From an optimization exercise on the open Yosys and OpenROAD flow, aimed at small area, a short achievable clock period and few clock cycles per item; shortcuts taken in it are not production practice. The RTL was checked by simulation tests, not by an equivalence proof against the original design. Power and IR drop assume default switching activity.

$ cat design/flow/standard.sh
#!/bin/bash
# synth_recipe.tcl (not shown) runs the flow's synth.tcl, then flattens the netlist and writes it again
# the make line also repeats each setting of config.mk as NAME=value (left out here)
make -C /OpenROAD-flow-scripts/flow DESIGN_CONFIG=/design/flow/config.mk WORK_HOME=/design/flow/orfs CLKGATE_MAP_FILE= SYNTH_SCRIPT=/design/flow/synth_recipe.tcl "${@:-finish}"
$ cat design/flow/config.mk
export PLATFORM = sky130hd
export DESIGN_NAME = ymodem_rx_unit
export DESIGN_NICKNAME = ymodem_rx_unit
export VERILOG_FILES = /design/flow/design.v
export SDC_FILE = /design/flow/constraint.sdc
export NUM_CORES = 4
export LEC_CHECK = 0
export CAP_MARGIN = 20
export CORE_MARGIN = 2
export CORE_UTILIZATION = 40
export SLEW_MARGIN = 20
export BUFFER_PORTS_ARGS = -buffer_cell sky130_fd_sc_hd__buf_2
export DONT_USE_CELLS += sky130_fd_sc_hd__or4_1 sky130_fd_sc_hd__or4_2 sky130_fd_sc_hd__or4_4 sky130_fd_sc_hd__or4b_1 sky130_fd_sc_hd__or4b_2 sky130_fd_sc_hd__or4b_4 sky130_fd_sc_hd__or4bb_1 sky130_fd_sc_hd__or4bb_2 sky130_fd_sc_hd__or4bb_4 sky130_fd_sc_hd__nor4_1 sky130_fd_sc_hd__nor4_2 sky130_fd_sc_hd__nor4_4 sky130_fd_sc_hd__nor4b_1 sky130_fd_sc_hd__nor4b_2 sky130_fd_sc_hd__nor4b_4 sky130_fd_sc_hd__nor4bb_1 sky130_fd_sc_hd__nor4bb_2 sky130_fd_sc_hd__nor4bb_4 sky130_fd_sc_hd__or3_1 sky130_fd_sc_hd__or3_2 sky130_fd_sc_hd__or3_4 sky130_fd_sc_hd__or3b_1 sky130_fd_sc_hd__or3b_2 sky130_fd_sc_hd__or3b_4 sky130_fd_sc_hd__a2111oi_0 sky130_fd_sc_hd__a2111oi_1 sky130_fd_sc_hd__a2111oi_2 sky130_fd_sc_hd__a2111oi_4 sky130_fd_sc_hd__a2111o_1 sky130_fd_sc_hd__a2111o_2 sky130_fd_sc_hd__a2111o_4 sky130_fd_sc_hd__clkdlybuf4s50_1 sky130_fd_sc_hd__clkdlybuf4s50_2
export ABC_CLOCK_PERIOD_IN_PS = 2000
export SETUP_SLACK_MARGIN = 2.25
export CTS_ARGS = -sink_clustering_enable -repair_clock_nets -root_buf sky130_fd_sc_hd__clkbuf_16 -buf_list {sky130_fd_sc_hd__clkbuf_8} -dont_use_dummy_load
export ABC_AREA = 1
$ cat design/flow/constraint.sdc
create_clock -name core_clock -period 4.0 [get_ports {clk}]
set_input_delay 0.8000 -clock core_clock [delete_from_list [all_inputs] [get_ports {clk}]]
set_output_delay 0.8000 -clock core_clock [all_outputs]
set_load 0.01 [all_outputs]
$ cat design/flow/design.v
module ymodem_rx_unit (
    input  wire        clk,
    input  wire        rst,           
    input  wire        cmd_valid,
    output wire        cmd_ready,
    input  wire [15:0] cmd,
    output reg         res_valid,
    output reg  [1:0]  res_st,        
    output reg  [31:0] res_val,
    output reg  [1:0]  res_tx_n,      
    output reg  [7:0]  res_tx0,
    output reg  [7:0]  res_tx1,
    output reg  [1:0]  res_ev_n,      
    output reg  [2:0]  res_ev0,
    output reg  [2:0]  res_ev1,
    output reg  [3:0]  res_ev_code,   
    output reg         res_pay        
);
    localparam IDLE = 0, LEAD = 1, SEQ = 2, CMP = 3, DATA = 4, CRCH = 5,
               CRCL = 6, PURGE = 7, DONE = 8, FAILED = 9;
    function [15:0] crc_step;
        input [15:0] c;
        input [7:0]  d;
        integer i;
        begin
            crc_step = c ^ {d, 8'h00};
            for (i = 0; i < 8; i = i + 1)
                crc_step = crc_step[15] ? ((crc_step << 1) ^ 16'h1021) : (crc_step << 1);
        end
    endfunction
    reg        fault;
    reg [15:0] crc_acc;
    reg [9:0]  ph;            
    reg [7:0]  rx_exp;
    reg        rx_hdr;
    reg        rx_big;
    reg [1:0]  rx_eotc;
    reg [1:0]  rx_canc;
    reg [2:0]  rx_retry;
    reg [3:0]  rx_err;
    reg [15:0] rx_crc;        
    reg [9:0]  rx_cnt;
    reg        rx_nz;         
    reg [1:0]  rx_pend;       
    wire [7:0] c_op  = cmd[15:8];
    wire [7:0] c_imm = cmd[7:0];
    wire       c_v   = cmd_valid & ~rst;
    wire       c_z   = (c_imm == 8'd0);
    wire c_hi0 = (c_op[7:4] == 4'h0);
    wire c_hi1 = (c_op[7:4] == 4'h1);
    wire c_hi3 = (c_op[7:4] == 4'h3);
    wire c_lo0 = (c_op[3:0] == 4'h0);
    wire c_lo1 = (c_op[3:0] == 4'h1);
    wire c_lo2 = (c_op[3:0] == 4'h2);
    wire c_lo3 = (c_op[3:0] == 4'h3);
    wire c_lo4 = (c_op[3:0] == 4'h4);
    wire c_sys   = c_hi0 & (c_lo1 | c_lo2) & c_z;
    wire c_legal = (c_hi0 & c_lo0 & c_z) | (c_hi1 & (c_lo0 | c_lo2) & c_z) | (c_hi1 & c_lo1)
                 | (c_hi3 & (c_lo0 | c_lo2 | c_lo3 | c_lo4) & c_z) | (c_hi3 & c_lo1);
    wire c_sx  = (c_imm == 8'h01) | (c_imm == 8'h02);
    wire c_eot = (c_imm == 8'h04);
    wire c_can = (c_imm == 8'h18);
    reg       cv;             
    reg [7:0] imm;            
    reg       op_reset, op_gf, op_bad, st_flt;
    reg       e_cinit, e_cbyte, e_cread, e_start, rxb, tmo, e_abort, e_status;
    reg       rxk;            
    reg       z, d_sx, d_eot, d_can, d_oth;
    reg       lo_ok;          
    wire fault_nx = ~op_reset & (fault | op_bad);
    wire c_run    = c_v & ~fault_nx;
    always @(posedge clk) begin
        cv       <= c_v;
        imm      <= c_imm;
        op_reset <= c_v & c_hi0 & c_lo1 & c_z;
        op_gf    <= c_v & c_hi0 & c_lo2 & c_z;
        op_bad   <= c_v & ~c_sys & ~c_legal;
        st_flt   <= ~c_sys & (~c_legal | fault_nx);
        e_cinit  <= c_run & c_hi1 & c_lo0 & c_z;
        e_cbyte  <= c_run & c_hi1 & c_lo1;
        e_cread  <= c_run & c_hi1 & c_lo2 & c_z;
        e_start  <= c_run & c_hi3 & c_lo0 & c_z;
        rxb      <= c_run & c_hi3 & c_lo1;
        tmo      <= c_run & c_hi3 & c_lo2 & c_z;
        e_abort  <= c_run & c_hi3 & c_lo3 & c_z;
        e_status <= c_run & c_hi3 & c_lo4 & c_z;
        rxk      <= c_run & c_hi3 & (c_lo1 | ((c_lo0 | c_lo2 | c_lo3) & c_z));
        z        <= c_z;
        d_sx     <= c_sx;
        d_eot    <= c_eot;
        d_can    <= c_can;
        d_oth    <= ~(c_sx | c_eot | c_can);
        lo_ok    <= (c_imm == rx_crc[7:0]);
    end
    wire ph_act    = ph[LEAD] | ph[SEQ] | ph[CMP] | ph[DATA] | ph[CRCH] | ph[CRCL];
    wire ph_off    = ph[IDLE] | ph[DONE] | ph[FAILED];
    wire last      = rx_big ? (&rx_cnt) : (&rx_cnt[6:0]);
    wire pend_ok   = (rx_pend == 2'd0);
    wire chk_ok    = pend_ok & lo_ok;
    wire crcl      = rxb & ph[CRCL];
    wire acc       = crcl & chk_ok;
    wire null_hdr  = ~rx_hdr & ~rx_nz;
    wire acc_null  = acc & null_hdr;
    wire acc_blk   = acc & ~null_hdr;
    wire lead      = rxb & ph[LEAD];
    wire lead_sx   = lead & d_sx;
    wire eot_lead  = lead & d_eot;
    wire can_lead  = lead & d_can;
    wire eot_done  = eot_lead & rx_eotc[0];
    wire can_fail  = can_lead & rx_canc[0];
    wire nak_lead  = lead & d_oth;
    wire nak_crcl  = crcl & ~chk_ok;
    wire nak_tmo   = tmo & ph_act;
    wire nak       = nak_lead | nak_crcl | nak_tmo;
    wire at_limit  = rx_retry[2] & ~rx_retry[0];         
    wire nak_fail  = nak & at_limit;
    wire nak_purge = nak & ~at_limit;
    wire [3:0] nak_reason = tmo ? 4'd4 : nak_lead ? 4'd5 :
                            ~pend_ok ? {2'b00, rx_pend} : 4'd3;
    wire abort     = e_abort & (ph_act | ph[PURGE]);
    wire purge_end = tmo & ph[PURGE];
    wire ctl       = e_start | tmo | e_abort;             
    wire [9:0] ph_n;
    assign ph_n[IDLE]   = ph[IDLE] & ~e_start;
    assign ph_n[LEAD]   = e_start | purge_end | acc_blk
                        | (ph[LEAD] & ~tmo & ~e_abort
                           & ~(rxb & (d_sx | d_oth | (d_eot & rx_eotc[0]) | (d_can & rx_canc[0]))));
    assign ph_n[SEQ]    = lead_sx | (ph[SEQ] & ~rxk);
    assign ph_n[CMP]    = (rxb & ph[SEQ]) | (ph[CMP] & ~rxk);
    assign ph_n[DATA]   = (rxb & ph[CMP]) | (ph[DATA] & ~ctl & ~(rxb & last));
    assign ph_n[CRCH]   = (rxb & ph[DATA] & last) | (ph[CRCH] & ~rxk);
    assign ph_n[CRCL]   = (rxb & ph[CRCH]) | (ph[CRCL] & ~rxk);
    assign ph_n[PURGE]  = nak_purge | (ph[PURGE] & ~ctl);
    assign ph_n[DONE]   = eot_done | acc_null | (ph[DONE] & ~e_start);
    assign ph_n[FAILED] = can_fail | nak_fail | abort | (ph[FAILED] & ~e_start);
    wire clr = rst | op_reset;
    wire [3:0] ph_code = {ph[DONE] | ph[FAILED],
                          ph[DATA] | ph[CRCH] | ph[CRCL] | ph[PURGE],
                          ph[SEQ] | ph[CMP] | ph[CRCL] | ph[PURGE],
                          ph[LEAD] | ph[CMP] | ph[CRCH] | ph[PURGE] | ph[FAILED]};
    always @(posedge clk) begin
        res_valid <= cv & ~rst;
        res_st <= st_flt ? 2'd2 : (rxb & ph_off) ? 2'd1 : 2'd0;
        res_val <= 32'd0;
        if (op_gf)
            res_val[0] <= fault;
        else if (e_cread)
            res_val[15:0] <= crc_acc;
        else if (e_status)
            res_val[25:0] <= {rx_big, rx_hdr, rx_exp, rx_canc, rx_eotc,
                              1'b0, rx_retry, rx_err, ph_code};
        res_tx_n <= {acc_blk & ~rx_hdr,
                     e_start | eot_lead | can_lead | (acc_blk & rx_hdr) | purge_end};
        begin : tx0
            reg is_c, is_n;
            is_c = e_start;
            is_n = tmo | (~ph[CRCL] & imm[2] & ~rx_eotc[0]);
            res_tx0 <= {1'b0, is_c, 1'b0, is_n, 1'b0, ~is_c, ~is_n, is_c | is_n};
        end
        res_tx1 <= 8'h43;
        res_ev_n <= {acc_null, acc_blk | eot_done | can_fail | nak_fail | abort};
        res_ev0  <= acc ? (rx_hdr ? 3'd3 : rx_nz ? 3'd1 : 3'd2) :
                    eot_done ? 3'd4 : 3'd5;
        res_ev1  <= 3'd4;
        res_ev_code <= {e_abort, ~e_abort, ~e_abort, d_can};
        res_pay <= rxb & ph[DATA];
        if (clr) begin
            fault    <= 1'b0;
            crc_acc  <= 16'd0;
            ph       <= 10'd1;
            rx_exp   <= 8'd0;
            rx_hdr   <= 1'b0;
            rx_big   <= 1'b0;
            rx_eotc  <= 2'd0;
            rx_canc  <= 2'd0;
            rx_retry <= 3'd0;
            rx_err   <= 4'd0;
        end else begin
            if (op_bad)
                fault <= 1'b1;
            if (e_cinit)
                crc_acc <= 16'd0;
            if (e_cbyte)
                crc_acc <= crc_step(crc_acc, imm);
            ph <= ph_n;
            if (e_start) begin
                rx_exp   <= 8'd0;
                rx_hdr   <= 1'b0;
                rx_big   <= 1'b0;
            end
            if (lead_sx)
                rx_big <= imm[1];
            if (acc_blk) begin
                rx_hdr <= 1'b1;
                rx_exp <= rx_exp + 8'd1;
            end
            if (e_start | nak_tmo | (lead & ~d_eot))
                rx_eotc <= 2'd0;
            else if (eot_lead)
                rx_eotc <= rx_eotc + 2'd1;
            if (e_start | nak_tmo | (lead & ~d_can))
                rx_canc <= 2'd0;
            else if (can_lead)
                rx_canc <= rx_canc + 2'd1;
            if (e_start | acc)
                rx_retry <= 3'd0;
            else if (nak)
                rx_retry <= rx_retry + 3'd1;
            if (e_start | acc)
                rx_err <= 4'd0;
            else if (nak_fail)
                rx_err <= 4'd6;
            else if (nak_purge)
                rx_err <= nak_reason;
            else if (can_fail)
                rx_err <= 4'd7;
            else if (abort)
                rx_err <= 4'd8;
        end
        if (rxb) begin
            if (ph[SEQ])
                rx_crc[7:0] <= imm;
            if (ph[CMP]) begin
                rx_crc  <= 16'd0;
                rx_cnt  <= 10'd0;
                rx_nz   <= 1'b0;
                rx_pend <= (imm != ~rx_crc[7:0]) ? 2'd1 :
                           (rx_crc[7:0] != rx_exp) ? 2'd2 : 2'd0;
            end
            if (ph[DATA]) begin
                rx_crc <= crc_step(rx_crc, imm);
                rx_cnt <= rx_cnt + 10'd1;
                if (~z) rx_nz <= 1'b1;
            end
            if (ph[CRCH] & pend_ok & (imm != rx_crc[15:8]))
                rx_pend <= 2'd3;
        end
    end
    assign cmd_ready = 1'b1;
endmodule
$ cat design/flow/flow/run.sh
#!/bin/bash
# The standard layout (standard.sh, its synthesis unchanged in its registers),
# with the extra ORFS settings of flow/extra.mk appended to config.mk.
set -o pipefail
cat flow/extra.mk >> config.mk
bash standard.sh > standard.log 2>&1
$ cat design/flow/flow/extra.mk
export BUFFER_PORTS_ARGS = -buffer_cell sky130_fd_sc_hd__buf_2
export DONT_USE_CELLS += sky130_fd_sc_hd__or4_1 sky130_fd_sc_hd__or4_2 sky130_fd_sc_hd__or4_4 sky130_fd_sc_hd__or4b_1 sky130_fd_sc_hd__or4b_2 sky130_fd_sc_hd__or4b_4 sky130_fd_sc_hd__or4bb_1 sky130_fd_sc_hd__or4bb_2 sky130_fd_sc_hd__or4bb_4 sky130_fd_sc_hd__nor4_1 sky130_fd_sc_hd__nor4_2 sky130_fd_sc_hd__nor4_4 sky130_fd_sc_hd__nor4b_1 sky130_fd_sc_hd__nor4b_2 sky130_fd_sc_hd__nor4b_4 sky130_fd_sc_hd__nor4bb_1 sky130_fd_sc_hd__nor4bb_2 sky130_fd_sc_hd__nor4bb_4 sky130_fd_sc_hd__or3_1 sky130_fd_sc_hd__or3_2 sky130_fd_sc_hd__or3_4 sky130_fd_sc_hd__or3b_1 sky130_fd_sc_hd__or3b_2 sky130_fd_sc_hd__or3b_4 sky130_fd_sc_hd__a2111oi_0 sky130_fd_sc_hd__a2111oi_1 sky130_fd_sc_hd__a2111oi_2 sky130_fd_sc_hd__a2111oi_4 sky130_fd_sc_hd__a2111o_1 sky130_fd_sc_hd__a2111o_2 sky130_fd_sc_hd__a2111o_4 sky130_fd_sc_hd__clkdlybuf4s50_1 sky130_fd_sc_hd__clkdlybuf4s50_2
export ABC_CLOCK_PERIOD_IN_PS = 2000
export SETUP_SLACK_MARGIN = 2.25
export CTS_ARGS = -sink_clustering_enable -repair_clock_nets -root_buf sky130_fd_sc_hd__clkbuf_16 -buf_list {sky130_fd_sc_hd__clkbuf_8} -dont_use_dummy_load
export ABC_AREA = 1
==> metrics.md, run 1 <==
| Metric | Value |
|---|---|
| CTS Buf Count | `17` |
| Fmax | `0.6062 GHz` |
| Crit-path max FO | `5` |
| Synth-to-Final Area Change | `11.45%` |
| Initial antenna violation count | `0` |
| R2R setup slack | `between 2 and 2.5 ns` |
| Vias in the first global route | `between 4000 and 5000` |
| Syn Std Cell Area | `6643 um^2` |
| Worst skew pair latency | `0.38 ns` |
| Hold Fails Final Rpt | `0` |
| Slowest CP cell | `edfxtp_1` |
| Synth area leader | `dfxtp_1` |
| RSZ-0062 raised after global routing | `true` |
| Leak pwr | `3.079 nW` |
| Arr. time, crit path | `between 1.5 and 2 ns` |
| Clock buffer depth | `2` |
| Avg WL per Cell | `approximately 15 um` |
| Sink Count | `150` |
| Via count | `around 5300` |
| Row cnt | `47` |
| Hold Crit Start | `cv` |
| Vias per cell | `slightly below 5` |
| Core Footprint | `between 15000 and 20000 um^2` |
| Area fraction of the dominant cell type after synthesis | `0.3647` |
| Commonest cells in the netlist | `nand2_1, dfxtp_1, inv_1` |
| CTS H-tree depth | `4` |
| Most common cell in the netlist | `nand2_1` |
| Final setup violation count | `0` |
| Fin util | `0.4512` |
| MaxCap Viol Count | `0` |
| Register area share after synthesis | `0.4958` |
| Crit path depth | `4` |
| Die Y-Extent | `132.9 um` |
| Overflow left after global routing | `0` |
| Top cells by area, synth | `dfxtp_1, edfxtp_1, nand2_1, inv_1, nor2_1` |
| R2R Path End | `rx_pend[1]` |
| Reg2Reg Depth | `4` |
| EDFF count, synth | `29` |
| Setup TNS | `0 ns` |
| Min Hold Slack | `between 0.4 and 0.5 ns` |
| I/O Pins | `86` |
| Gr usage total | `0.1851` |
| Pwr dens | `345.8 nW/um^2` |
| Crit Path Category | `register to register` |
| Slew margin rel. | `0.5160` |
| CP Buf/Inv Count | `0` |
| DP HPWL | `11810 um` |
| CP Launch Type | `register` |
| Peak supply drop | `241.3 uV` |
| Ys async rst share | `0` |
| GPL Wtd Cong | `0.8318` |
| DRT Wirelength | `approximately 16000 um` |
| Post-Syn Instances | `~810` |
| Initial Util | `0.4049` |
| Worst Hold Class | `register to register` |
| Worst Max-Slew Pin Slew | `0.7249 ns` |
| Root Driver | `clkbuf_16` |
| Reg2reg start | `rx_crc[15]` |
| Family with the most delay on the worst path | `compound AO/OA/AOI/OAI gates` |
| DRC errors left | `0` |
| Slowest stage delay, CP | `0.41 ns` |
| First-pass DRT Iterations | `5` |
| # diodes | `0` |
| YS warnings | `1` |
| Fin area | `7403 um^2` |
| Count of input and output buffers | `between 60 and 70` |
| Die Wd | `132.9 um` |
| TritonCTS clock tree | `yes` |
| #FFs+latches synth | `150` |
| Critical path endpoint | `rx_pend[1]` |
| Synth cell types | `46` |
| Post-DP Area | `7061 um^2` |
| Status | `complete, no violations` |
| Clock skew | `0.01790 ns` |
| Syn Area/Cell | `8.231 um^2` |
| CP required | `around 4.1 ns` |
| Final slew viol count | `0` |
| Die area | `17650 um^2` |
| First-pass GRT wire length | `25330 um` |
| Hold Buf Count CTS | `0` |
| Clock transition at path regs | `about 0.07 ns` |
| Layout cells sized above 1 | `0.1514` |
| DRT iter0 DRCs | `512` |
| Setup crit end kind | `register` |
| Routed Antenna Nets | `0` |
| Largest net degree at the start of global routing | `30` |
| Main synth FF type | `dfxtp_1` |
| Final net count | `896` |
| Worst Setup SP | `rx_crc[15]` |
| Final period utilization | `0.4124` |
| CP Cell Sequence | `xnor2_2 -> nand4_1 -> o21ai_1 -> o21ai_0` |
| Depth of the worst hold-timing path | `2` |
| Tmin final | `1.650 ns` |
## kinds of logic (layout without fill, tap and decap cells)
| group | Yosys count | after routing | share of synthesized area |
|---|---|---|---|
| adder cells (fa/ha/maj) | 3 | 3 | 0.005651 |
| AND/OR/NAND/NOR | 349 | 349 | 0.2338 |
| flip-flops | 150 | 150 | 0.4958 |
| other | 2 | 21 | 0.001131 |
| buffers and inverters | 143 | 189 | 0.09889 |
| AO/OA/AOI/OAI | 115 | 115 | 0.09644 |
| XOR/XNOR | 45 | 45 | 0.06837 |
## worst min-delay path by stage
| stage | to | slack (ns) |
|---|---|---|
| after CTS | res_valid | 0.41 |
| after global placement | res_valid | 0.40 |
| after floorplan | res_st[1] | 0.33 |
| final | res_valid | 0.41 |
| after global routing | res_st[1] | 0.42 |
| after detailed placement | res_valid | 0.39 |
## layout make-up
class	count	area, um^2
sequential	150	3299
fill	1626	9004
clock buffer	17	245.2
timing repair buffer	68	354.1
inverter	103	396.6
tap	220	275.3
multi-input combinational	533	2825
timing repair inverter	1	7.507
## through the flow
step	instances	power, mW	setup slack (ns)
final	1092	2.560	2.350
after CTS	1090	2.581	2.225
after global routing	1092	2.654	2.248
after global placement	1072	1.704	1.939
after detailed placement	1072	1.704	1.914
after floorplan	826	1.682	2.305
## state kept, by name (all words and copies together) (netlist names), 2 cells and up
name / flops
res_val: 26
crc_acc: 16
rx_crc: 16
ph: 10
rx_cnt: 10
imm: 8
rx_exp: 8
res_tx0: 5
rx_err: 4
res_ev0: 3
res_ev_code: 3
rx_retry: 3
res_ev_n: 2
res_st: 2
res_tx_n: 2
rx_canc: 2
rx_eotc: 2
rx_pend: 2
## power by group
group	internal (mW)	total, mW	switching (mW)
combinational	0.0413	0.116	0.0751
clock	0.401	0.886	0.485
sequential	1.54	1.56	0.0144
total	1.99	2.56	0.575
## cells in the final DEF, fill, tap and decap left out, types with 3 or more instances in the layout
cell,instances
o211ai_1,4
inv_2,5
o32ai_1,6
buf_2,64
nor2_1,76
xor2_1,19
o21ai_0,29
buf_4,3
dfxtp_2,5
conb_1,21
clkbuf_8,16
nand4_1,13
nand3_1,55
nor3_1,22
o31ai_1,3
edfxtp_1,29
nor2_2,4
nand2_2,8
xnor2_1,17
a21oi_1,53
nand2_1,156
inv_1,93
nand2_4,3
ha_1,3
o22ai_1,9
xnor2_2,6
dfxtp_1,116
o21ai_1,5
xnor2_4,3
## worst min-delay path: stages, from the launching register on
cell and delay (ns):
dfxtp_1 0.30, inv_1 0.04, nor2_1 0.03
## per-layer routing
| metal | up-vias | global-route usage | part of all wire |
|---|---|---|---|
| li1 | 2702 | - | - |
| met1 | 2417 | 0.2648 | 0.50 |
| met2 | 164 | 0.2821 | 0.43 |
| met3 | 15 | 0.03793 | 0.054 |
| met4 | 0 | 0.05556 | 0.011 |
| met5 | - | 0 | 0 |
## repair_timing
action                     in CTS  in global routing
hold endpoints to repair        0                  0
gates resized for setup         5                 12
gates cloned                    1                  0
pin swaps                       0                  1
setup endpoints to repair      45                 36
buffers inserted                0                  2
Testbench counts, summed over its fixed seeds: cycles 41,589, commands 41,581.
==> inputs of run 2 (changes only) <==
==> design/flow/flow/extra.mk (replaced) <==
export BUFFER_PORTS_ARGS = -buffer_cell sky130_fd_sc_hd__buf_2
export DONT_USE_CELLS += sky130_fd_sc_hd__or4_1 sky130_fd_sc_hd__or4_2 sky130_fd_sc_hd__or4_4 sky130_fd_sc_hd__or4b_1 sky130_fd_sc_hd__or4b_2 sky130_fd_sc_hd__or4b_4 sky130_fd_sc_hd__or4bb_1 sky130_fd_sc_hd__or4bb_2 sky130_fd_sc_hd__or4bb_4 sky130_fd_sc_hd__nor4_1 sky130_fd_sc_hd__nor4_2 sky130_fd_sc_hd__nor4_4 sky130_fd_sc_hd__nor4b_1 sky130_fd_sc_hd__nor4b_2 sky130_fd_sc_hd__nor4b_4 sky130_fd_sc_hd__nor4bb_1 sky130_fd_sc_hd__nor4bb_2 sky130_fd_sc_hd__nor4bb_4 sky130_fd_sc_hd__or3_1 sky130_fd_sc_hd__or3_2 sky130_fd_sc_hd__or3_4 sky130_fd_sc_hd__or3b_1 sky130_fd_sc_hd__or3b_2 sky130_fd_sc_hd__or3b_4 sky130_fd_sc_hd__a2111oi_0 sky130_fd_sc_hd__a2111oi_1 sky130_fd_sc_hd__a2111oi_2 sky130_fd_sc_hd__a2111oi_4 sky130_fd_sc_hd__a2111o_1 sky130_fd_sc_hd__a2111o_2 sky130_fd_sc_hd__a2111o_4 sky130_fd_sc_hd__clkdlybuf4s50_1 sky130_fd_sc_hd__clkdlybuf4s50_2
export ABC_CLOCK_PERIOD_IN_PS = 2000
export SETUP_SLACK_MARGIN = 2.4
export CTS_ARGS = -sink_clustering_enable -repair_clock_nets -root_buf sky130_fd_sc_hd__clkbuf_16 -buf_list {sky130_fd_sc_hd__clkbuf_8} -dont_use_dummy_load
export ABC_AREA = 1
--- a/design/flow/config.mk
+++ b/design/flow/config.mk
@@ -12,6 +12,6 @@
 export BUFFER_PORTS_ARGS = -buffer_cell sky130_fd_sc_hd__buf_2
 export DONT_USE_CELLS += sky130_fd_sc_hd__or4_1 sky130_fd_sc_hd__or4_2 sky130_fd_sc_hd__or4_4 sky130_fd_sc_hd__or4b_1 sky130_fd_sc_hd__or4b_2 sky130_fd_sc_hd__or4b_4 sky130_fd_sc_hd__or4bb_1 sky130_fd_sc_hd__or4bb_2 sky130_fd_sc_hd__or4bb_4 sky130_fd_sc_hd__nor4_1 sky130_fd_sc_hd__nor4_2 sky130_fd_sc_hd__nor4_4 sky130_fd_sc_hd__nor4b_1 sky130_fd_sc_hd__nor4b_2 sky130_fd_sc_hd__nor4b_4 sky130_fd_sc_hd__nor4bb_1 sky130_fd_sc_hd__nor4bb_2 sky130_fd_sc_hd__nor4bb_4 sky130_fd_sc_hd__or3_1 sky130_fd_sc_hd__or3_2 sky130_fd_sc_hd__or3_4 sky130_fd_sc_hd__or3b_1 sky130_fd_sc_hd__or3b_2 sky130_fd_sc_hd__or3b_4 sky130_fd_sc_hd__a2111oi_0 sky130_fd_sc_hd__a2111oi_1 sky130_fd_sc_hd__a2111oi_2 sky130_fd_sc_hd__a2111oi_4 sky130_fd_sc_hd__a2111o_1 sky130_fd_sc_hd__a2111o_2 sky130_fd_sc_hd__a2111o_4 sky130_fd_sc_hd__clkdlybuf4s50_1 sky130_fd_sc_hd__clkdlybuf4s50_2
 export ABC_CLOCK_PERIOD_IN_PS = 2000
-export SETUP_SLACK_MARGIN = 2.25
+export SETUP_SLACK_MARGIN = 2.4
 export CTS_ARGS = -sink_clustering_enable -repair_clock_nets -root_buf sky130_fd_sc_hd__clkbuf_16 -buf_list {sky130_fd_sc_hd__clkbuf_8} -dont_use_dummy_load
 export ABC_AREA = 1
==> metrics.md, run 2 <==
| Metric | Value |
|---|---|
| Status | `complete, no violations (unchanged)` |
| RSZ-0062 raised after global routing | `true (unchanged)` |
| Via count | `5414 (was 5298)` |
| Clock buffer depth | `2 (unchanged)` |
| Vias per cell | `4.904 (was 4.852)` |
| Die Y-Extent | `132.9 um (unchanged)` |
| EDFF count, synth | `29 (unchanged)` |
| Crit-path max FO | `1 (was 5)` |
| Ys async rst share | `0 (unchanged)` |
| Layout cells sized above 1 | `0.2127 (was 0.1514)` |
| YS warnings | `1 (unchanged)` |
| Sink Count | `150 (unchanged)` |
| Gr usage total | `0.1909 (was 0.1851)` |
| CP Cell Sequence | `buf_6 (was xnor2_2 -> nand4_1 -> o21ai_1 -> o21ai_0)` |
| Post-route insts no fill | `1104 (was 1092)` |
| Final period utilization | `0.4042 (was 0.4124)` |
| Synth cell types | `46 (unchanged)` |
| Place WS | `1.932 ns (was 1.914 ns)` |
| Arr. time, crit path | `0.82 ns (was 1.75 ns)` |
| Row cnt | `47 (unchanged)` |
| GPL Wtd Cong | `0.8517 (was 0.8318)` |
| CP Buf/Inv Count | `1 (was 0)` |
| Post-Synth Simple-Gate Area | `0.2338 (unchanged)` |
| Hold Buf Count CTS | `0 (unchanged)` |
| Peak supply drop | `259.4 uV (was 241.3 uV)` |
| Post-Syn Instances | `807 (unchanged)` |
| Family with the most delay on the worst path | `flip-flops (was compound AO/OA/AOI/OAI gates)` |
| Slowest stage delay, CP | `0.33 ns (was 0.41 ns)` |
| Die Wd | `132.9 um (unchanged)` |
| R2R setup slack | `2.46 ns (was 2.35 ns)` |
| Placed Cells | `1072 (unchanged)` |
| First-pass DRT Iterations | `5 (unchanged)` |
| Pwr dens | `329.5 nW/um^2 (was 345.8 nW/um^2)` |
| Reg2reg start | `imm[3] (was rx_crc[15])` |
| Worst skew pair latency | `0.38 ns (about the same)` |
| Final net count | `908 (was 896)` |
| Hold Crit Start | `st_flt (was cv)` |
| Commonest non-fill, non-tap cell in the layout | `nand2_1 (unchanged)` |
| Slew margin rel. | `0.5549 (was 0.5160)` |
| TritonCTS clock tree | `yes (unchanged)` |
| Main synth FF type | `dfxtp_1 (unchanged)` |
| Min Hold Slack | `0.4006 ns (was 0.4055 ns)` |
| DRC errors left | `0 (unchanged)` |
| Core Footprint | `16410 um^2 (unchanged)` |
| # diodes | `0 (unchanged)` |
| Mux share of post-synthesis cell area | `0 (unchanged)` |
| Worst Max-Slew Pin Slew | `0.6667 ns (was 0.7249 ns)` |
| Max FFs per register | `26 (unchanged)` |
| Synth area leader | `dfxtp_1 (unchanged)` |
| Syn Area/Cell | `8.231 um^2 (unchanged)` |
| Final setup violation count | `0 (unchanged)` |
| CTS H-tree depth | `4 (unchanged)` |
| Vias in the first global route | `4982 (was 4797)` |
| Top cells by area, synth | `dfxtp_1, edfxtp_1, nand2_1, inv_1, nor2_1 (unchanged)` |
| Initial antenna violation count | `0 (unchanged)` |
| Fmax | `0.6185 GHz (was 0.6062 GHz)` |
| Worst setup margin | `2.383 ns (was 2.350 ns)` |
| R2R Path End | `rx_pend[0] (was rx_pend[1])` |
| Syn Std Cell Area | `6643 um^2 (unchanged)` |
| MaxCap Viol Count | `0 (unchanged)` |
| Commonest cells after routing, fill and taps aside | `nand2_1, inv_1, dfxtp_1, nor2_1, nand3_1 (was nand2_1, dfxtp_1, inv_1, nor2_1, buf_2)` |
| First-pass GRT wire length | `26020 um (was 25330 um)` |
| Worst Setup SP | `res_tx0[6] (was rx_crc[15])` |
| WHS Endpoint | `res_st[1] (was res_valid)` |
| Clock transition at path regs | `0.08 ns (was 0.07 ns)` |
| Initial Util | `0.4049 (unchanged)` |
| Slowest CP cell | `dfxtp_2 (was edfxtp_1)` |
| Area fraction of the dominant cell type after synthesis | `0.3647 (unchanged)` |
| Synth-to-Final Area Change | `16.86% (was 11.45%)` |
| Most common cell in the netlist | `nand2_1 (unchanged)` |
| Die area | `17650 um^2 (unchanged)` |
| Worst Hold Class | `register to register (unchanged)` |
| Reg2Reg Depth | `4 (unchanged)` |
| Routed Antenna Nets | `0 (unchanged)` |
| Multi-input gate area | `2928 um^2 (was 2825 um^2)` |
| Leak pwr | `3.204 nW (was 3.079 nW)` |
| Commonest cells in the netlist | `nand2_1, dfxtp_1, inv_1 (unchanged)` |
| Synth Area in Adders | `0.005651 (unchanged)` |
| Tmin final | `1.617 ns (was 1.650 ns)` |
| Register area share after synthesis | `0.4958 (unchanged)` |
| Largest family of logic cells by synthesized area | `simple AND/OR/NAND/NOR gates (unchanged)` |
| DP HPWL | `11940 um (was 11810 um)` |
| Overflow left after global routing | `0 (unchanged)` |
| Clock skew | `0.02455 ns (was 0.01790 ns)` |
| Setup crit end kind | `output pin (was register)` |
| Fin util | `0.4731 (was 0.4512)` |
| Count of input and output buffers | `64 (unchanged)` |
| # fillers | `1619 (was 1626)` |
| Largest Register | `res_val (unchanged)` |
| #FFs+latches synth | `150 (unchanged)` |
| I/O Pins | `86 (unchanged)` |
| Complex-gate fraction of the synthesized area | `0.09644 (unchanged)` |
| Final slew viol count | `0 (unchanged)` |
| CP Launch Type | `register (unchanged)` |
| DRT iter0 DRCs | `494 (was 512)` |
| Synth Area in XOR/XNOR | `0.06837 (unchanged)` |
| CP required | `3.20 ns (was 4.10 ns)` |
| Root Driver | `clkbuf_16 (unchanged)` |
| Crit Path Category | `register to output pin (was register to register)` |
| Setup TNS | `0 ns (unchanged)` |
| Avg WL per Cell | `14.82 um (was 14.62 um)` |
| DRT Wirelength | `16360 um (was 15970 um)` |
| Hold Fails Final Rpt | `0 (unchanged)` |
| Total area of sequential cells | `3339 um^2 (was 3299 um^2)` |
| Depth of the worst hold-timing path | `0 (was 2)` |
| Biggest regs | `res_val (26), crc_acc (16), rx_crc (16) (unchanged)` |
| Largest net degree at the start of global routing | `30 (unchanged)` |
| CTS Buf Count | `17 (unchanged)` |
[run 2: cell type report]
type	count	area share
flip-flops and latches	150	0.4302
multi-input cells	534	0.3772
repair buffers	79	0.07318
inverters	103	0.05142
well taps	220	0.03546
clock buffers	17	0.03159
repair inverters	1	0.0009671
[run 2: worst max-delay path by stage]
stage / end / slack (ns) / cells after the start
global route: res_val[8] / 2.35 / 1
detailed placement: rx_err[0] / 1.93 / 8
finish: res_tx0[6] / 2.38 / 1
CTS: res_val[14] / 2.36 / 1
global placement: rx_err[0] / 1.97 / 8
floorplan: e_abort / 2.41 / 7
[run 2: repair_timing]
item	4_1_cts	5_1_grt
setup endpoints to repair	108	98
buffers inserted	2	11
gates cloned	1	1
resized for setup	37	51
pin swaps	1	7
[run 2: kinds of logic after synthesis]
group	after synthesis
AO/OA/AOI/OAI	115
XOR/XNOR	45
adder cells (fa/ha/maj)	3
buffers and inverters	143
flip-flops	150
other	2
AND/OR/NAND/NOR	349
[run 2: stage by stage]
stage | instance area, um^2 | power [mW]
floorplan | 6724 | 1.683
CTS | 7488 | 2.568
global route | 7762 | 2.668
global placement | 7071 | 1.704
detailed placement | 7071 | 1.705
finish | 7762 | 2.558
[run 2: where the power goes]
| group | internal, mW | switching, mW | leakage (nW) | total (mW) |
|---|---|---|---|---|
| combinational | 0.0467 | 0.0777 | 1.83 | 0.124 |
| sequential | 1.54 | 0.0154 | 1.25 | 1.56 |
| clock | 0.400 | 0.475 | 0.127 | 0.875 |
| total | 1.99 | 0.568 | 3.20 | 2.56 |
[run 2: layer usage]
metal  global-route usage  wire length, um  vias to the layer above
met5                    0                0                        -
met4              0.07109              319                        0
met3              0.03870              957                       24
met2               0.2821             7133                      173
met1               0.2753             7950                     2484
li1                     -                -                     2733
==> inputs of run 3 (changes only) <==
==> design/flow/flow/run.sh (replaced) <==
#!/bin/bash
# The standard layout (standard.sh), with two changes:
#  - the extra ORFS settings of flow/extra.mk are appended to config.mk;
#  - synthesis is the standard flow's synthesis script with ABC's mapping script replaced
#    by flow/abc_area.script (an area-oriented mapping); only the combinational
#    mapping changes, the registers are those of the standard synthesis.
set -o pipefail
cat flow/extra.mk >> config.mk
{
  head -n 1 synth_recipe.tcl
  cat <<EOT
proc abc {args} {
  set i [lsearch -exact \$args -script]
  if {\$i >= 0} { lset args [expr {\$i + 1}] $PWD/flow/abc_area.script }
  yosys abc {*}\$args
}
EOT
  tail -n +2 synth_recipe.tcl
} > flow_synth.tcl
sed "s|SYNTH_SCRIPT=[^ ]*|SYNTH_SCRIPT=$PWD/flow_synth.tcl|" standard.sh > flow_standard.sh
bash flow_standard.sh > standard.log 2>&1
==> design/flow/flow/abc_area.script (new file) <==
strash
&get -n
&st
&dch
&nf -a
&put
topo
stime -c
==> metrics.md, run 3 <==
| Metric | Value |
|---|---|
| Status | `complete, no violations (unchanged)` |
| Worst Hold Class | `register to register (unchanged)` |
| Pwr dens | `338.7 nW/um^2 (was 329.5 nW/um^2)` |
| CTS H-tree depth | `4 (unchanged)` |
| Commonest cells after routing, fill and taps aside | `dfxtp_1, nor2_1, nand2_1, buf_2, xnor2_1 (was nand2_1, inv_1, dfxtp_1, nor2_1, nand3_1)` |
| RSZ-0062 raised after global routing | `true (unchanged)` |
| Fmax | `0.5870 GHz (was 0.6185 GHz)` |
| CTS Buf Count | `17 (unchanged)` |
| Clock skew | `0.02483 ns (was 0.02455 ns)` |
| Clock transition at path regs | `0.08 ns (about the same)` |
| Most common cell in the netlist | `dfxtp_1 (was nand2_1)` |
| Register area share after synthesis | `0.5387 (was 0.4958)` |
| Biggest regs | `res_val (26), crc_acc (16), rx_crc (16) (unchanged)` |
| Die Wd | `127.6 um (was 132.9 um)` |
| Avg WL per Cell | `16.75 um (was 14.82 um)` |
| #FFs+latches synth | `150 (unchanged)` |
| First-pass GRT wire length | `23600 um (was 26020 um)` |
| Setup TNS | `0 ns (unchanged)` |
| Hold Fails Final Rpt | `0 (unchanged)` |
| CP Launch Type | `primary input (was register)` |
| Synth cell types | `45 (was 46)` |
| Gr usage total | `0.1867 (was 0.1909)` |
| Synth-to-Final Area Change | `23.21% (was 16.86%)` |
| Worst Max-Slew Pin Slew | `0.5759 ns (was 0.6667 ns)` |
| Vias per cell | `5.270 (was 4.904)` |
| CP required | `4.25 ns (was 3.20 ns)` |
| Via count | `4817 (was 5414)` |
| Post-DP Area | `6650 um^2 (was 7071 um^2)` |
| Overflow left after global routing | `0 (unchanged)` |
| Top cells by area, synth | `dfxtp_1, edfxtp_1, xnor2_1, nor2_1, xor2_1 (was dfxtp_1, edfxtp_1, nand2_1, inv_1, nor2_1)` |
| Ys async rst share | `0 (unchanged)` |
| First-pass DRT Iterations | `5 (unchanged)` |
| Hold Buf Count CTS | `0 (unchanged)` |
| Commonest cells in the netlist | `dfxtp_1, nor2_1, nand2_1 (was nand2_1, dfxtp_1, inv_1)` |
| Final period utilization | `0.4259 (was 0.4042)` |
| DRT iter0 DRCs | `286 (was 494)` |
| Routed Antenna Nets | `0 (unchanged)` |
| # fillers | `1384 (was 1619)` |
| Clock buffer depth | `2 (unchanged)` |
| GPL Wtd Cong | `0.9008 (was 0.8517)` |
| DRT Wirelength | `15310 um (was 16360 um)` |
| Area fraction of the dominant cell type after synthesis | `0.3962 (was 0.3647)` |
| Tmin final | `1.704 ns (was 1.617 ns)` |
| Count of input and output buffers | `64 (unchanged)` |
| Sink Count | `150 (unchanged)` |
| DRC errors left | `0 (unchanged)` |
| Synth area leader | `dfxtp_1 (unchanged)` |
| EDFF count, synth | `29 (unchanged)` |
| Worst skew pair latency | `0.38 ns (about the same)` |
| Initial Util | `0.4051 (was 0.4049)` |
| MaxCap Viol Count | `0 (unchanged)` |
| Row cnt | `45 (was 47)` |
| Final setup violation count | `0 (unchanged)` |
| Die Y-Extent | `127.6 um (was 132.9 um)` |
| Crit-path max FO | `4 (was 1)` |
| Leak pwr | `2.808 nW (was 3.204 nW)` |
| Fin area | `7532 um^2 (was 7762 um^2)` |
| Largest Register | `res_val (unchanged)` |
| Layout cells sized above 1 | `0.2576 (was 0.2127)` |
| DP HPWL | `10490 um (was 11940 um)` |
| Main synth FF type | `dfxtp_1 (unchanged)` |
| Root Driver | `clkbuf_16 (unchanged)` |
| Core Footprint | `15090 um^2 (was 16410 um^2)` |
| Vias in the first global route | `4705 (was 4982)` |
| Syn Area/Cell | `9.766 um^2 (was 8.231 um^2)` |
| YS warnings | `1 (unchanged)` |
| # diodes | `0 (unchanged)` |
| Peak supply drop | `233.8 uV (was 259.4 uV)` |
| Die area | `16290 um^2 (was 17650 um^2)` |
| Final slew viol count | `0 (unchanged)` |
| Syn Std Cell Area | `6113 um^2 (was 6643 um^2)` |
| Largest net degree at the start of global routing | `39 (was 30)` |
| Setup crit end kind | `register (was output pin)` |
| Final net count | `750 (was 908)` |
| TritonCTS clock tree | `yes (unchanged)` |
| Max FFs per register | `26 (unchanged)` |
| I/O Pins | `86 (unchanged)` |
| Commonest non-fill, non-tap cell in the layout | `dfxtp_1 (was nand2_1)` |
| Post-Syn Instances | `626 (was 807)` |
| Initial antenna violation count | `0 (unchanged)` |
| Crit Path Category | `primary input to register (was register to output pin)` |
| Arr. time, crit path | `1.96 ns (was 0.82 ns)` |
| Slew margin rel. | `0.6155 (was 0.5549)` |
[run 3: cell count changes in the layout (fill, tap and decap cells not counted), sizes merged, moves of 8 or more]
cell    change
clkinv     +12
a21oi      -25
xnor2      +19
nand2     -106
a22oi      +13
xor2       +13
inv        -99
and2       +15
o22ai       -8
a31oi       +8
nand3      -45
[run 3: worst max-delay path, stage by stage]
cell      delay [ns]
buf_8           0.10
nor3_4          0.24
nand4b_1        0.23
buf_4           0.22
a21o_1          0.15
o211ai_1        0.12
a21oi_1         0.10
[run 3: through the flow]
stage | instances | setup slack [ns] | power (mW) | util | hold WS (ns)
6_report | 914 | 2.296 | 2.551 | 0.4992 | 0.3639
5_1_grt | 914 | 2.240 | 2.654 | 0.4992 | 0.3683
4_1_cts | 903 | 2.331 | 2.569 | 0.4732 | 0.3679
3_5_place_dp | 876 | 1.733 | 1.701 | 0.4407 | 0.3658
3_3_place_gp | 876 | 1.827 | 1.699 | 0.4407 | 0.3655
2_1_floorplan | 645 | 2.200 | 1.679 | - | 0.3314
[run 3: path summary, 6_finish.rpt]
path | start | to | slack (ns) | cells past startpoint
setup / recovery | cmd[7] | st_flt | 2.30 | 7
hold / removal | st_flt | res_st[1] | 0.36 | 0
setup reg to reg | rx_nz | rx_exp[7] | 2.34 | 6
hold reg to reg | st_flt | res_st[1] | 0.36 | 0
[run 3: logic make-up after synthesis]
logic type,share of synthesized area
simple gates,0.1834
flops,0.5387
compound gates,0.1191
xor+xnor,0.1103
buf+inv,0.03623
fa+ha+maj,0.006141
mux,0.004912
other cells,0.001228
[run 3: power by group]
group,switching [mW],internal [mW],total [mW]
sequential,0.0155,1.54,1.56
clock,0.465,0.400,0.865
combinational,0.0740,0.0541,0.128
[run 3: metal layers]
metal,track usage,up-vias,wire [um],share of wire
met2,0.3054,122,7537,0.49
li1,-,2325,-,-
met4,0.07822,0,376,0.025
met3,0.04648,22,744,0.049
met1,0.2360,2348,6650,0.43
met5,0,-,0,0
[run 3: area by class of cell]
type	instances	area, um^2	share of cell area
Multi-Input combinational cell	459	3072	0.4078
Sequential cell	150	3334	0.4427
Clock buffer	17	245.2	0.03256
Tap cell	188	235.2	0.03123
Inverter	15	56.30	0.007475
Timing Repair Buffer	85	589.3	0.07824
[run 3: repair_timing]
action | CTS | global route
gates cloned | 0 | 1
buffers inserted | 10 | 10
setup endpoints to repair | 128 | 106
pin swaps | 10 | 19
gates resized for setup | 44 | 67
==> inputs of run 4 (changes only) <==
==> design/flow/flow/extra.mk (replaced) <==
export BUFFER_PORTS_ARGS = -buffer_cell sky130_fd_sc_hd__buf_2
export DONT_USE_CELLS += sky130_fd_sc_hd__or4_1 sky130_fd_sc_hd__or4_2 sky130_fd_sc_hd__or4_4 sky130_fd_sc_hd__or4b_1 sky130_fd_sc_hd__or4b_2 sky130_fd_sc_hd__or4b_4 sky130_fd_sc_hd__or4bb_1 sky130_fd_sc_hd__or4bb_2 sky130_fd_sc_hd__or4bb_4 sky130_fd_sc_hd__nor4_1 sky130_fd_sc_hd__nor4_2 sky130_fd_sc_hd__nor4_4 sky130_fd_sc_hd__nor4b_1 sky130_fd_sc_hd__nor4b_2 sky130_fd_sc_hd__nor4b_4 sky130_fd_sc_hd__nor4bb_1 sky130_fd_sc_hd__nor4bb_2 sky130_fd_sc_hd__nor4bb_4 sky130_fd_sc_hd__or3_1 sky130_fd_sc_hd__or3_2 sky130_fd_sc_hd__or3_4 sky130_fd_sc_hd__or3b_1 sky130_fd_sc_hd__or3b_2 sky130_fd_sc_hd__or3b_4 sky130_fd_sc_hd__a2111oi_0 sky130_fd_sc_hd__a2111oi_1 sky130_fd_sc_hd__a2111oi_2 sky130_fd_sc_hd__a2111oi_4 sky130_fd_sc_hd__a2111o_1 sky130_fd_sc_hd__a2111o_2 sky130_fd_sc_hd__a2111o_4 sky130_fd_sc_hd__clkdlybuf4s50_1 sky130_fd_sc_hd__clkdlybuf4s50_2
export ABC_CLOCK_PERIOD_IN_PS = 2000
export SETUP_SLACK_MARGIN = 2.25
export CTS_ARGS = -sink_clustering_enable -repair_clock_nets -root_buf sky130_fd_sc_hd__clkbuf_16 -buf_list {sky130_fd_sc_hd__clkbuf_8} -dont_use_dummy_load
export ABC_AREA = 1
--- a/design/flow/config.mk
+++ b/design/flow/config.mk
@@ -12,6 +12,6 @@
 export BUFFER_PORTS_ARGS = -buffer_cell sky130_fd_sc_hd__buf_2
 export DONT_USE_CELLS += sky130_fd_sc_hd__or4_1 sky130_fd_sc_hd__or4_2 sky130_fd_sc_hd__or4_4 sky130_fd_sc_hd__or4b_1 sky130_fd_sc_hd__or4b_2 sky130_fd_sc_hd__or4b_4 sky130_fd_sc_hd__or4bb_1 sky130_fd_sc_hd__or4bb_2 sky130_fd_sc_hd__or4bb_4 sky130_fd_sc_hd__nor4_1 sky130_fd_sc_hd__nor4_2 sky130_fd_sc_hd__nor4_4 sky130_fd_sc_hd__nor4b_1 sky130_fd_sc_hd__nor4b_2 sky130_fd_sc_hd__nor4b_4 sky130_fd_sc_hd__nor4bb_1 sky130_fd_sc_hd__nor4bb_2 sky130_fd_sc_hd__nor4bb_4 sky130_fd_sc_hd__or3_1 sky130_fd_sc_hd__or3_2 sky130_fd_sc_hd__or3_4 sky130_fd_sc_hd__or3b_1 sky130_fd_sc_hd__or3b_2 sky130_fd_sc_hd__or3b_4 sky130_fd_sc_hd__a2111oi_0 sky130_fd_sc_hd__a2111oi_1 sky130_fd_sc_hd__a2111oi_2 sky130_fd_sc_hd__a2111oi_4 sky130_fd_sc_hd__a2111o_1 sky130_fd_sc_hd__a2111o_2 sky130_fd_sc_hd__a2111o_4 sky130_fd_sc_hd__clkdlybuf4s50_1 sky130_fd_sc_hd__clkdlybuf4s50_2
 export ABC_CLOCK_PERIOD_IN_PS = 2000
-export SETUP_SLACK_MARGIN = 2.4
+export SETUP_SLACK_MARGIN = 2.25
 export CTS_ARGS = -sink_clustering_enable -repair_clock_nets -root_buf sky130_fd_sc_hd__clkbuf_16 -buf_list {sky130_fd_sc_hd__clkbuf_8} -dont_use_dummy_load
 export ABC_AREA = 1
==> metrics.md, run 4 <==
| Metric | Value |
|---|---|
| Status | `complete, no violations (unchanged)` |
| # diodes | `0 (unchanged)` |
| Gr usage total | `0.1864 (was 0.1867)` |
| Core Footprint | `15090 um^2 (unchanged)` |
| Largest net degree at the start of global routing | `39 (unchanged)` |
| Pwr Total | `2.533 mW (was 2.551 mW)` |
| DRT iter0 DRCs | `339 (was 286)` |
| GPL Wtd Cong | `0.9125 (was 0.9008)` |
| Sequential share of power | `0.615 (was 0.611)` |
| Met1 WL | `6670 um (was 6650 um)` |
| Sw power | `0.5420 mW (was 0.5541 mW)` |
| Final period utilization | `0.4273 (was 0.4259)` |
| Root Driver | `clkbuf_16 (unchanged)` |
| Avg WL per Cell | `16.35 um (was 16.75 um)` |
| Sw frac | `0.2140 (was 0.2172)` |
| Die Wd | `127.6 um (unchanged)` |
| Via count | `4755 (was 4817)` |
| Crit-path max FO | `3 (was 4)` |
| DR WL met2 | `7114 um (was 7537 um)` |
| Tmin final | `1.709 ns (was 1.704 ns)` |
| Worst Hold Class | `register to register (unchanged)` |
| DRC errors left | `0 (unchanged)` |
| Setup TNS | `0 ns (unchanged)` |
| DP HPWL | `10760 um (was 10490 um)` |
| Internal | `1.991 mW (was 1.997 mW)` |
| Place WS | `1.765 ns (was 1.733 ns)` |
| Final net count | `739 (was 750)` |
| Layout cells sized above 1 | `0.1734 (was 0.2576)` |
| Die area | `16290 um^2 (unchanged)` |
| CP required | `4.25 ns (about the same)` |
| Routed Antenna Nets | `0 (unchanged)` |
| Row cnt | `45 (unchanged)` |
| Main synth FF type | `dfxtp_1 (unchanged)` |
| Family with the most delay on the worst path | `compound AO/OA/AOI/OAI gates (was simple AND/OR/NAND/NOR gates)` |
| Synth area leader | `dfxtp_1 (unchanged)` |
| Clock share of power | `0.338 (was 0.339)` |
| Vias in the first global route | `4530 (was 4705)` |
| Worst skew pair latency | `0.37 ns (was 0.38 ns)` |
| YS warnings | `1 (unchanged)` |
| Vias per cell | `5.266 (was 5.270)` |
| Min Hold Slack | `0.3706 ns (was 0.3639 ns)` |
| Placed Cells | `877 (was 876)` |
| Synth cell types | `45 (unchanged)` |
| Slowest stage delay, CP | `0.35 ns (was 0.24 ns)` |
| Routed wl met3 | `627 um (was 744 um)` |
| Final slew viol count | `0 (unchanged)` |
| Hold Fails Final Rpt | `0 (unchanged)` |
| Commonest cells after routing, fill and taps aside | `dfxtp_1, nor2_1, nand2_1, buf_2, xnor2_1 (unchanged)` |
| Synth-to-Final Area Change | `15.74% (was 23.21%)` |
| Pwr dens | `358.0 nW/um^2 (was 338.7 nW/um^2)` |
| Max FFs per register | `26 (unchanged)` |
| EDFF count, synth | `29 (unchanged)` |
| Setup crit end kind | `register (unchanged)` |
| DR top layer | `met4 (unchanged)` |
| DRT Wirelength | `14760 um (was 15310 um)` |
| Top cells by area, synth | `dfxtp_1, edfxtp_1, xnor2_1, nor2_1, xor2_1 (unchanged)` |
| Register area share after synthesis | `0.5387 (unchanged)` |
| I/O Pins | `86 (unchanged)` |
| Largest Register | `res_val (unchanged)` |
| Count of input and output buffers | `64 (unchanged)` |
| CP Cell Sequence | `buf_8 -> nor3_4 -> nand4b_1 -> a311o_1 -> o211ai_1 -> a21oi_1 (was buf_8 -> nor3_4 -> nand4b_1 -> buf_4 -> a21o_1 -> o211ai_1 -> a21oi_1)` |
| Arr. time, crit path | `1.96 ns (about the same)` |
| First-pass DRT Iterations | `5 (unchanged)` |
| Syn Area/Cell | `9.766 um^2 (unchanged)` |
| CP Buf/Inv Count | `1 (was 2)` |
| Biggest regs | `res_val (26), crc_acc (16), rx_crc (16) (unchanged)` |
| Initial Util | `0.4051 (unchanged)` |
| Crit Path Category | `primary input to register (unchanged)` |
| Post-route insts no fill | `903 (was 914)` |
| Commonest non-fill, non-tap cell in the layout | `dfxtp_1 (unchanged)` |
| TritonCTS clock tree | `yes (unchanged)` |
| Area fraction of the dominant cell type after synthesis | `0.3962 (unchanged)` |
| Sink Count | `150 (unchanged)` |
| Most common cell in the netlist | `dfxtp_1 (unchanged)` |
| Fmax | `0.5851 GHz (was 0.5870 GHz)` |
| Initial antenna violation count | `0 (unchanged)` |
| Commonest cells in the netlist | `dfxtp_1, nor2_1, nand2_1 (unchanged)` |
| Slowest CP cell | `a311o_1 (was nor3_4)` |
| Worst Max-Slew Pin Slew | `0.6976 ns (was 0.5759 ns)` |
| Slew margin rel. | `0.5343 (was 0.6155)` |
| MaxCap Viol Count | `0 (unchanged)` |
| Ys async rst share | `0 (unchanged)` |
| Syn Std Cell Area | `6113 um^2 (unchanged)` |
| RSZ-0062 raised after global routing | `true (unchanged)` |
| Combinational power share | `0.046 (was 0.050)` |
| Peak supply drop | `241.0 uV (was 233.8 uV)` |
| Post-Syn Instances | `626 (unchanged)` |
| Final setup violation count | `0 (unchanged)` |
| Die Y-Extent | `127.6 um (unchanged)` |
| # fillers | `1445 (was 1384)` |
| Leak pwr | `2.675 nW (was 2.808 nW)` |
| Clock transition at path regs | `0.07 ns (was 0.08 ns)` |
| Clock skew | `0.02519 ns (was 0.02483 ns)` |
| Worst setup margin | `2.291 ns (was 2.296 ns)` |
| CTS H-tree depth | `4 (unchanged)` |
| #FFs+latches synth | `150 (unchanged)` |
| CTS Buf Count | `17 (unchanged)` |
| Overflow left after global routing | `0 (unchanged)` |
| First-pass GRT wire length | `23200 um (was 23600 um)` |
| Clock buffer depth | `2 (unchanged)` |
| CP Launch Type | `primary input (unchanged)` |
[run 4: cell counts after synthesis]
Identical to the previous run, type by type.
[run 4: path summary, 6_finish.rpt]
kind | slack (ns) | from | to | cells after the start
max | 2.29 | cmd[5] | st_flt | 6
min | 0.37 | st_flt | res_st[1] | 0
max reg2reg | 2.34 | imm[0] | rx_crc[5] | 4
min reg2reg | 0.37 | st_flt | res_st[1] | 0
[run 4: power groups by stage]
| stage | Combinational, mW | Sequential [mW] | Clock, mW |
|---|---|---|---|
| 2_1_floorplan | 0.0916 | 1.59 | 0 |
| 3_3_place_gp | 0.109 | 1.59 | 0 |
| 3_5_place_dp | 0.111 | 1.59 | 0 |
| 4_1_cts | 0.112 | 1.56 | 0.888 |
| 5_1_grt | 0.130 | 1.56 | 0.955 |
| 6_report | 0.118 | 1.56 | 0.857 |
[run 4: stage by stage]
| stage | util | instance area (um^2) |
|---|---|---|
| floorplan | - | 6216 |
| global placement | 0.4388 | 6621 |
| detailed placement | 0.4388 | 6621 |
| CTS | 0.4609 | 6955 |
| global route | 0.4689 | 7076 |
| finish | 0.4689 | 7076 |
[run 4: final cells by class]
class,count,area [um^2],share of cell area
Clock buffer,17,245.2,0.03466
Tap cell,188,235.2,0.03324
Timing Repair Buffer,75,419.2,0.05924
Inverter,15,56.30,0.007958
Sequential cell,150,3306,0.4672
Multi-Input combinational cell,458,2814,0.3977
[run 4: kinds of logic (layout without fill, tap and decap cells)]
logic type,after synthesis,after routing,synth area share
AOI/OAI and AO/OA,115,115,0.1191
xor gates and xnor gates,77,77,0.1103
adders and majority gates,3,3,0.006141
buffers and inverters,37,107,0.03623
DFF,150,150,0.5387
muxes,3,3,0.004912
other,2,21,0.001228
and+or+nand+nor,239,239,0.1834
[run 4: what timing repair did]
item                                    4_1_cts  5_1_grt
hold buffers                                  0        0
setup buffers                                 4        5
resized for setup                            15       24
pin swaps                                     1        1
endpoints found under the setup margin       62       24
hold endpoints to repair                      0        0
[run 4: layer usage]
metal  vias to the layer above  GRT usage
li1                       2309          -
met1                      2303     0.2380
met2                       113     0.3032
met3                        30    0.04355
met4                         0    0.08016
met5                         -          0
==> inputs of run 5 (changes only) <==
--- a/design/flow/design.v
+++ b/design/flow/design.v
@@ -8,12 +8,12 @@
     output reg  [1:0]  res_st,        
     output reg  [31:0] res_val,
     output reg  [1:0]  res_tx_n,      
-    output reg  [7:0]  res_tx0,
+    output wire [7:0]  res_tx0,
     output reg  [7:0]  res_tx1,
     output reg  [1:0]  res_ev_n,      
     output reg  [2:0]  res_ev0,
     output reg  [2:0]  res_ev1,
-    output reg  [3:0]  res_ev_code,   
+    output wire [3:0]  res_ev_code,   
     output reg         res_pay        
 );
     localparam IDLE = 0, LEAD = 1, SEQ = 2, CMP = 3, DATA = 4, CRCH = 5,
@@ -64,8 +64,7 @@
     reg [7:0] imm;            
     reg       op_reset, op_gf, op_bad, st_flt;
     reg       e_cinit, e_cbyte, e_cread, e_start, rxb, tmo, e_abort, e_status;
-    reg       rxk;            
-    reg       z, d_sx, d_eot, d_can, d_oth;
+    reg       d_sx, d_eot, d_can, d_oth;
     reg       lo_ok;          
     wire fault_nx = ~op_reset & (fault | op_bad);
     wire c_run    = c_v & ~fault_nx;
@@ -84,8 +83,6 @@
         tmo      <= c_run & c_hi3 & c_lo2 & c_z;
         e_abort  <= c_run & c_hi3 & c_lo3 & c_z;
         e_status <= c_run & c_hi3 & c_lo4 & c_z;
-        rxk      <= c_run & c_hi3 & (c_lo1 | ((c_lo0 | c_lo2 | c_lo3) & c_z));
-        z        <= c_z;
         d_sx     <= c_sx;
         d_eot    <= c_eot;
         d_can    <= c_can;
@@ -120,6 +117,7 @@
     wire abort     = e_abort & (ph_act | ph[PURGE]);
     wire purge_end = tmo & ph[PURGE];
     wire ctl       = e_start | tmo | e_abort;             
+    wire rxk       = rxb | ctl;
     wire [9:0] ph_n;
     assign ph_n[IDLE]   = ph[IDLE] & ~e_start;
     assign ph_n[LEAD]   = e_start | purge_end | acc_blk
@@ -138,6 +136,9 @@
                           ph[DATA] | ph[CRCH] | ph[CRCL] | ph[PURGE],
                           ph[SEQ] | ph[CMP] | ph[CRCL] | ph[PURGE],
                           ph[LEAD] | ph[CMP] | ph[CRCH] | ph[PURGE] | ph[FAILED]};
+    reg tx_c, tx_nak, ev_abort, ev_can;
+    assign res_tx0     = {1'b0, tx_c, 1'b0, tx_nak, 1'b0, ~tx_c, ~tx_nak, tx_c | tx_nak};
+    assign res_ev_code = {ev_abort, ~ev_abort, ~ev_abort, ev_can};
     always @(posedge clk) begin
         res_valid <= cv & ~rst;
         res_st <= st_flt ? 2'd2 : (rxb & ph_off) ? 2'd1 : 2'd0;
@@ -151,18 +152,15 @@
                               1'b0, rx_retry, rx_err, ph_code};
         res_tx_n <= {acc_blk & ~rx_hdr,
                      e_start | eot_lead | can_lead | (acc_blk & rx_hdr) | purge_end};
-        begin : tx0
-            reg is_c, is_n;
-            is_c = e_start;
-            is_n = tmo | (~ph[CRCL] & imm[2] & ~rx_eotc[0]);
-            res_tx0 <= {1'b0, is_c, 1'b0, is_n, 1'b0, ~is_c, ~is_n, is_c | is_n};
-        end
+        tx_c <= e_start;
+        tx_nak <= tmo | (~ph[CRCL] & imm[2] & ~rx_eotc[0]);
         res_tx1 <= 8'h43;
         res_ev_n <= {acc_null, acc_blk | eot_done | can_fail | nak_fail | abort};
         res_ev0  <= acc ? (rx_hdr ? 3'd3 : rx_nz ? 3'd1 : 3'd2) :
                     eot_done ? 3'd4 : 3'd5;
         res_ev1  <= 3'd4;
-        res_ev_code <= {e_abort, ~e_abort, ~e_abort, d_can};
+        ev_abort <= e_abort;
+        ev_can   <= d_can;
         res_pay <= rxb & ph[DATA];
         if (clr) begin
             fault    <= 1'b0;
@@ -230,7 +228,7 @@
             if (ph[DATA]) begin
                 rx_crc <= crc_step(rx_crc, imm);
                 rx_cnt <= rx_cnt + 10'd1;
-                if (~z) rx_nz <= 1'b1;
+                if (imm != 8'd0) rx_nz <= 1'b1;
             end
             if (ph[CRCH] & pend_ok & (imm != rx_crc[15:8]))
                 rx_pend <= 2'd3;
==> metrics.md, run 5 <==
| Metric | Value |
|---|---|
| Max FFs per register | `26 (unchanged)` |
| Via count | `4698 (was 4755)` |
| I/O Pins | `86 (unchanged)` |
| Ys async rst share | `0 (unchanged)` |
| # diodes | `0 (unchanged)` |
| MaxCap Viol Count | `0 (unchanged)` |
| Gr usage total | `0.1753 (was 0.1864)` |
| Synth-to-Final Area Change | `14.91% (was 15.74%)` |
| EDFF count, synth | `29 (unchanged)` |
| First-pass GRT wire length | `22140 um (was 23200 um)` |
| Initial Util | `0.4117 (was 0.4051)` |
| Peak supply drop | `235.1 uV (was 241.0 uV)` |
| Critical path endpoint | `rx_err[1] (was st_flt)` |
| R2R Path End | `rx_err[1] (was rx_crc[5])` |
| Commonest non-fill, non-tap cell in the layout | `dfxtp_1 (unchanged)` |
| Setup TNS | `0 ns (unchanged)` |
| TritonCTS clock tree | `yes (unchanged)` |
| # fillers | `1397 (was 1445)` |
| Vias per cell | `5.255 (was 5.266)` |
| Worst Setup SP | `rx_pend[1] (was cmd[5])` |
| Synth cell types | `43 (was 45)` |
| Tmin final | `1.749 ns (was 1.709 ns)` |
| RSZ-0062 raised after global routing | `true (unchanged)` |
| Syn Std Cell Area | `6007 um^2 (was 6113 um^2)` |
| Crit Path Category | `register to register (was primary input to register)` |
| Commonest cells in the netlist | `dfxtp_1, nor2_1, nand2_1 (unchanged)` |
| Final setup violation count | `0 (unchanged)` |
| Die area | `16010 um^2 (was 16290 um^2)` |
| Area fraction of the dominant cell type after synthesis | `0.3833 (was 0.3962)` |
| Post-Syn Instances | `629 (was 626)` |
| Slew margin rel. | `0.5565 (was 0.5343)` |
| Sink Count | `144 (was 150)` |
| Overflow left after global routing | `0 (unchanged)` |
| Root Driver | `clkbuf_16 (unchanged)` |
| Largest Register | `res_val (unchanged)` |
| Vias in the first global route | `4402 (was 4530)` |
| Core Footprint | `14590 um^2 (was 15090 um^2)` |
| Largest net degree at the start of global routing | `39 (unchanged)` |
| CP Launch Type | `register (was primary input)` |
| DRC errors left | `0 (unchanged)` |
| YS warnings | `1 (unchanged)` |
| Reg2reg start | `rx_pend[1] (was imm[0])` |
| Final period utilization | `0.4372 (was 0.4273)` |
| Die Y-Extent | `126.5 um (was 127.6 um)` |
| CP required | `4.25 ns (about the same)` |
| Register area share after synthesis | `0.5282 (was 0.5387)` |
| #FFs+latches synth | `144 (was 150)` |
| Clock transition at path regs | `0.08 ns (was 0.07 ns)` |
| Syn Area/Cell | `9.550 um^2 (was 9.766 um^2)` |
| Final net count | `734 (was 739)` |
| Main synth FF type | `dfxtp_1 (unchanged)` |
| Worst Hold Class | `register to register (unchanged)` |
| Worst skew pair latency | `0.38 ns (was 0.37 ns)` |
| Routed Antenna Nets | `0 (unchanged)` |
| Place WS | `1.900 ns (was 1.765 ns)` |
| Placed Cells | `871 (was 877)` |
| Status | `complete, no violations (unchanged)` |
| CTS H-tree depth | `4 (unchanged)` |
| Setup crit end kind | `register (unchanged)` |
| Top cells by area, synth | `dfxtp_1, edfxtp_1, nor2_1, xor2_1, xnor2_1 (was dfxtp_1, edfxtp_1, xnor2_1, nor2_1, xor2_1)` |
| Clock buffer depth | `2 (unchanged)` |
| Synth area leader | `dfxtp_1 (unchanged)` |
| Clock skew | `0.02317 ns (was 0.02519 ns)` |
| GPL Wtd Cong | `0.8609 (was 0.9125)` |
| Initial antenna violation count | `0 (unchanged)` |
| Worst Max-Slew Pin Slew | `0.6645 ns (was 0.6976 ns)` |
| Layout cells sized above 1 | `0.1761 (was 0.1734)` |
| Hold Buf Count CTS | `0 (unchanged)` |
| Pwr dens | `356.5 nW/um^2 (was 358.0 nW/um^2)` |
| Post-route insts no fill | `894 (was 903)` |
| Worst setup margin | `2.251 ns (was 2.291 ns)` |
run 5: cell types whose count changed after synthesis, moves of 5 or more:
cell	before	now
dfxtp_1	121	115
nand3_1	13	19
nand4_1	15	9
a22oi_1	13	18
nand2_1	62	68
xnor2_1	45	33
run 5: how the worst min path moves through the flow:
stage	startpoint	endpoint	slack [ns]	depth (start not counted)
finish	st_flt	res_st[1]	0.36	0
global route	st_flt	res_st[1]	0.37	0
CTS	st_flt	res_st[1]	0.37	0
detailed placement	st_flt	res_st[1]	0.38	0
global placement	st_flt	res_st[1]	0.37	0
floorplan	st_flt	res_st[1]	0.33	0
run 5: final cells by class:
class | count | area [um^2] | share of cell area
multi-input cells | 468 | 2821 | 0.4087
clock buffers | 17 | 245.2 | 0.03553
inverters | 11 | 43.79 | 0.006344
flip-flops and latches | 144 | 3193 | 0.4626
repair buffers | 70 | 369.1 | 0.05347
well taps | 184 | 230.2 | 0.03335
run 5: repair_timing:
action                                  CTS  global route
gates resized for setup                  23            21
pin swaps                                 0             2
endpoints found under the hold margin     0             0
gates cloned                              0             1
endpoints found under the setup margin   65            23
buffers inserted                          1             4
run 5: metrics by stage:
step | area, um^2 | power (mW)
after floorplan | 6102 | 1.613
after CTS | 6778 | 2.474
final | 6903 | 2.461
after global routing | 6903 | 2.550
after global placement | 6465 | 1.631
after detailed placement | 6465 | 1.633
run 5: routing by layer:
metal | share of wire | GRT usage | vias to the layer above
li1 | - | - | 2295
met2 | 0.45 | 0.2686 | 164
met1 | 0.47 | 0.2388 | 2214
met3 | 0.059 | 0.03838 | 25
met5 | 0 | 0 | -
met4 | 0.020 | 0.07757 | 0
run 5: kinds of logic (layout without fill, tap and decap cells):
group / after synthesis / count (layout) / share of synthesized area
AO/OA/AOI/OAI: 120 / 120 / 0.1268
XOR/XNOR: 69 / 69 / 0.1006
adder cells (fa/ha/maj): 3 / 3 / 0.006249
buffers and inverters: 37 / 98 / 0.03937
flip-flops: 144 / 144 / 0.5282
multiplexers: 1 / 1 / 0.001666
other: 2 / 21 / 0.001250
AND/OR/NAND/NOR: 253 / 254 / 0.1958
run 5: where the power goes:
| group | total, mW | internal [mW] | switching [mW] |
|---|---|---|---|
| Clock | 0.852 | 0.400 | 0.453 |
| Combinational | 0.112 | 0.0425 | 0.0691 |
| Sequential | 1.50 | 1.48 | 0.0145 |
run 5: worst max-delay path: stages, from the launching register on:
cell and delay (ns):
edfxtp_1 0.43, nor3b_2 0.25, o21ai_0 0.17, or2_4 0.31, o21a_1 0.21, o21ba_1 0.22, a21oi_1 0.06
Testbench counts of run 5, summed over its fixed seeds: cycles 41,589, commands 41,581.

-- afterwards: timing with drivers on the ports --
The results above use ideal ports. As a check the final layouts listed here were re-extracted and re-timed, cells and wires unchanged. Step 1 sets driving cells, clkbuf_16 on the clock port and buf_2 on the other inputs (assumed; they add their load-dependent delay and slew). Step 2, shift: input delay + t, output delay - t, t = (earliest + latest rising clock arrival at the registers) / 2. This alone moves slack from input paths to output paths. Slacks: no drivers / after step 1 / after step 2; pairs: no drivers / after step 1.
run	shift t [ns]	slack for setup (ns)	worst slew at a driven data input, ns
run 1	0.414	2.350 / 2.311 / 2.055	0.03
run 2	0.407	2.383 / 2.341 / 2.066	0.03
run 3	0.404	2.296 / 2.296 / 1.891	0.05
run 4	0.406	2.291 / 2.293 / 1.886	0.05
run 5	0.403	2.251 / 2.239 / 1.987	0.03
After both steps setup and hold are still met in every run listed.
